Background: an optimization exercise with open tools, aiming at small area, a short achievable clock period and few clock cycles. Do not read the settings as production practice.
In this exercise RTL edits were held to simulation tests only and were not proved equivalent to the original.
Power figures rest on the tool's default switching activity, not on a simulated workload.

// cic_core
module cic_core (
    input  wire        clk,
    input  wire        rst,
    input  wire        start,
    input  wire        region_pal,
    input  wire        abort_req,
    input  wire [7:0]  seed,
    input  wire [47:0] checksum,    
    input  wire        pif_clk,
    input  wire        pif_din,
    output wire        drive_low,
    output wire        ready,
    output wire        busy,
    output wire        lockup,
    output reg  [1:0]  outcome
);
clock: 7.0 ns
lec_check: 0
abc_clock_period_in_ps: 2500
cap_margin: 20
core_margin: 2
core_utilization: 30
place_density: 0.5
setup_slack_margin: 4
slew_margin: 20
run.sh (not shown) runs the stock make flow with config.mk's settings and CLKGATE_MAP_FILE= SYNTH_SCRIPT=/design/flow/synth_recipe.tcl, a recipe that flattens the netlist after the stock synthesis.
The first run finished clean.
Testbench counts at the start, summed over its fixed seeds: cycles 46,608.
==> next run, changes <==
- ABC_CLOCK_PERIOD_IN_PS: 2500 -> 2000
- SETUP_SLACK_MARGIN: 4 -> 5
- The changed run completed without violations
- sequential power is about the same
- routed wire length went up by about 15%
- utilization went up by 5.3 points
- clock-buffer cell count went down by 2
- die area stays the same
- worst setup slack got worse by 0.056 ns
- cell area went up by about 14%
==> next run, changes <==
- ABC_CLOCK_PERIOD_IN_PS: 2000 -> not set
- SETUP_SLACK_MARGIN: 5 -> not set
Global-route usage falls by 1.4 points.
Setup slack degrades by 0.61 ns.
Final area falls by 17%.
Wire length falls by 17%.
Non-clock buffer count falls by 194.
Total power falls by 3.1%.
Clock skew falls by 0.023 ns.
Final cell count falls by 10%.
Maximum frequency falls by 16%.

* * *

oak:
cic_core, a different RTL version from the one above (not shown whole).
Size in the first run: ~220 flip-flops, ~69 I/O pins, ~13,000 um^2 of cells after synthesis.
export LEC_CHECK = 0
export ABC_CLOCK_PERIOD_IN_PS = 2500
export CAP_MARGIN = 20
export CORE_MARGIN = 2
export CORE_UTILIZATION = 50
export CTS_CLUSTER_DIAMETER = 70
export CTS_CLUSTER_SIZE = 24
export PLACE_DENSITY = 0.6
export SETUP_SLACK_MARGIN = 4.35
export SLEW_MARGIN = 20
create_clock -name core_clock -period 7.0 [get_ports {clk}]
standard.sh (not shown) runs the stock make flow with config.mk's settings and CLKGATE_MAP_FILE= SYNTH_SCRIPT=/design/flow/synth_recipe.tcl, a recipe that flattens the netlist after the stock synthesis.
==> flow/flow/run.sh <==
#!/bin/bash
# The standard layout, with the port buffers made of buf_2 cells (which
# the resizer may size up) instead of the default delay-buffer cell.
set -euo pipefail
export BUFFER_PORTS_ARGS="-buffer_cell sky130_fd_sc_hd__buf_2"
bash standard.sh > standard_flow.log 2>&1
oak | status: complete | timing, DRC, antenna: pass
Testbench counts of oak, summed over its fixed seeds: cycles 47,175.
Input changes introduced in pine (baseline for comparison: oak):
-- flow/config.mk --
<<< oak, line 14
export PLACE_DENSITY = 0.6
export SETUP_SLACK_MARGIN = 4.35
export SLEW_MARGIN = 20
>>> pine, line 14
export PLACE_DENSITY = 0.6
export SETUP_SLACK_MARGIN = 4.45
export SLEW_MARGIN = 20
Results
- [compare] base=oak new=pine: total power saw an increase, internal power rose by 5.2%.
- Number of global-route vias before repair on pine is up relative to oak.
--- input diff pine..birch ---
-- flow/config.mk --
<<< pine, line 10
export CORE_MARGIN = 2
export CORE_UTILIZATION = 50
export CTS_CLUSTER_DIAMETER = 70
export CTS_CLUSTER_SIZE = 24
export PLACE_DENSITY = 0.6
export SETUP_SLACK_MARGIN = 4.45
export SLEW_MARGIN = 20
>>> birch, line 10
export CORE_MARGIN = 2
export CORE_UTILIZATION = 45
export CTS_CLUSTER_DIAMETER = 70
export CTS_CLUSTER_SIZE = 24
export PLACE_DENSITY = 0.55
export SETUP_SLACK_MARGIN = 4.4
export SLEW_MARGIN = 20
==> results.txt <==
Per the comparison of birch with pine, worst setup slack went down by 150 ps; worst-case hold slack was more or less identical; design area was more or less identical. Between birch and pine, the overall global routing resource usage is lower for birch. Reported for birch and pine, area after synthesis turned out identical to the last digit. pine -> birch: worst ir drop on vdd decreased by more than a quarter. birch ends up with a final period demand of the worst path that is 150 ps higher than in pine. birch vs pine: fraction of final layout cells sized beyond drive strength 1 down. Placer's final routability congestion estimate: lower on pine. The worst setup path startpoint comes out rgn in one run and sm[30] in the other, namely in birch and pine respectively.

* * *

## build 48
Another version of the RTL of cic_core (not shown whole).
For scale: roughly 1200 cells after synthesis, ~220 flip-flops, ~69 I/O pins.
==> flow/config.mk <==
export PLATFORM = sky130hd
export DESIGN_NAME = cic_core
export DESIGN_NICKNAME = cic_core
export VERILOG_FILES = /design/flow/design.v
export SDC_FILE = /design/flow/constraint.sdc
export NUM_CORES = 4
export LEC_CHECK = 0
export ABC_CLOCK_PERIOD_IN_PS = 2500
export CAP_MARGIN = 20
export CORE_MARGIN = 2
export CORE_UTILIZATION = 50
export CTS_BUF_LIST = sky130_fd_sc_hd__clkbuf_8
export CTS_CLUSTER_DIAMETER = 50
export CTS_CLUSTER_SIZE = 16
export PLACE_DENSITY = 0.6
export SETUP_SLACK_MARGIN = 4.5
export SLEW_MARGIN = 20
==> flow/constraint.sdc <==
create_clock -name core_clock -period 7.0 [get_ports {clk}]
set_input_delay 1.4000 -clock core_clock [delete_from_list [all_inputs] [get_ports {clk}]]
set_output_delay 1.4000 -clock core_clock [all_outputs]
set_load 0.01 [all_outputs]
Scripts as last shown in full above: flow/flow/run.sh
Testbench counts of build 48, summed over its fixed seeds: cycles 47,175.
diff inputs: build 48 => build 40
- removing CTS_BUF_LIST (formerly sky130_fd_sc_hd__clkbuf_8)
- changing CTS_CLUSTER_DIAMETER from 50 to 70
- changing CTS_CLUSTER_SIZE from 16 to 24
==> flow/flow/run.sh <==
#!/bin/bash
# The standard layout, with the port buffers made of buf_1 cells (which
# the resizer may size up) instead of the default delay-buffer cell.
set -euo pipefail
export BUFFER_PORTS_ARGS="-buffer_cell sky130_fd_sc_hd__buf_1"
bash standard.sh > standard_flow.log 2>&1
==> results.txt <==
- Build 40 went all the way through the flow, and no timing, DRC or antenna check failed.
- Between build 40 and build 48, the relative contribution of combinational cells to total power figures differ only marginally.
- Design area shrinks slightly when moving from build 48 to build 40.
- Going from build 48 to build 40, via count picked up an extra 28, sequential cell fraction of total power picked up an extra 1.1 points.
- From build 48 to build 40, tap cell instance count did not move at all.
- Comparing fraction of area in clock buffers and inverters for build 48 and build 40, the smaller number came from build 40.
--- input diff build 40..build 61 ---
==> flow/flow/run.sh <==
#!/bin/bash
# The standard layout, with the port buffers made of buf_2 cells (which
# the resizer may size up) instead of the default delay-buffer cell.
set -euo pipefail
export BUFFER_PORTS_ARGS="-buffer_cell sky130_fd_sc_hd__buf_2"
bash standard.sh > standard_flow.log 2>&1
## What came out
Per the final summary, build 61 finished and its layout is clean on timing, DRC and antenna.
Going from build 40 to build 61, non-clock buffer count shrinks by 6.
Complex-gate fraction of the synthesized area came out exactly the same in build 61 and build 40.
Routed wire length on met2: higher on build 40
Per the comparison of build 61 with build 40, setup slack after layout did not really move, total of cells resized after clock tree synthesis went up, worst hold slack went up.
--- input diff build 61..build 39 ---
- PLACE_DENSITY: 0.6 -> 0.7
- CORE_UTILIZATION: 50 -> 60
Notes after the runs:
- Cmp build 39 vs build 61: hold slack higher in build 39
- Die span in x was higher in the run labelled build 61.
- Build 39 vs build 61, uppermost metal layer occupied by signal nets: met5 vs met4
- Re global-route total usage across every layer: build 39 and build 61 aren't equal, and the higher value belongs to build 39.
- Build 39 vs build 61, largest fanout on the critical path went up by 1.
- On relative contribution of the clock network to total power: between build 39 and build 61, it ends up lower for build 39.
- Build 39: cell area lower than build 61
- Post-route fraction of the period consumed by the critical path: build 39 vs build 61, no meaningful difference

what the ideal ports hide:
No port has a modelled driver above. Below, the same layouts with a new extraction and two added sets of constraints.
Step 1 (the two cells are an assumption about what drives the block):
set clk [get_ports {clk}]
set_driving_cell -lib_cell sky130_fd_sc_hd__clkbuf_16 $clk
set_driving_cell -lib_cell sky130_fd_sc_hd__buf_2 [delete_from_list [all_inputs] $clk]
Step 2 moves the port delays by t, midway between the first and last clock arrival at a register: inputs arrive t later, outputs are due t later. That takes back most of the time a late clock gives input paths.
a / b / c = ideal / step 1 / step 2; a / b = the first two.
| run | t, ns | slack for setup (ns) | clock arrival spread, ns |
|---|---|---|---|
| the first run of note 1 | 0.613 | 3.880 / 3.880 / 3.444 | 0.022 / 0.023 |
| the second run of note 1 | 0.625 | 3.824 / 3.824 / 3.501 | 0.031 / 0.031 |
| the third run of note 1 | 0.606 | 3.214 / 3.214 / 2.754 | 0.009 / 0.008 |
| oak | 0.534 | 4.401 / 4.401 / 3.926 | 0.019 / 0.020 |
| pine | 0.548 | 4.522 / 4.476 / 4.084 | 0.020 / 0.020 |
| birch | 0.544 | 4.375 / 4.375 / 4.016 | 0.023 / 0.023 |
| build 48 | 0.609 | 4.488 / 4.452 / 4.050 | 0.015 / 0.015 |
| build 40 | 0.530 | 4.507 / 4.507 / 4.062 | 0.024 / 0.024 |
| build 61 | 0.534 | 4.506 / 4.506 / 4.054 | 0.026 / 0.026 |
| build 39 | 0.528 | 4.507 / 4.507 / 4.072 | 0.021 / 0.021 |
After both steps setup and hold are still met in every run listed. For oak, which loses most, drivers alone change the setup slack by 0.000 ns; drivers and shift together by -0.475 ns.
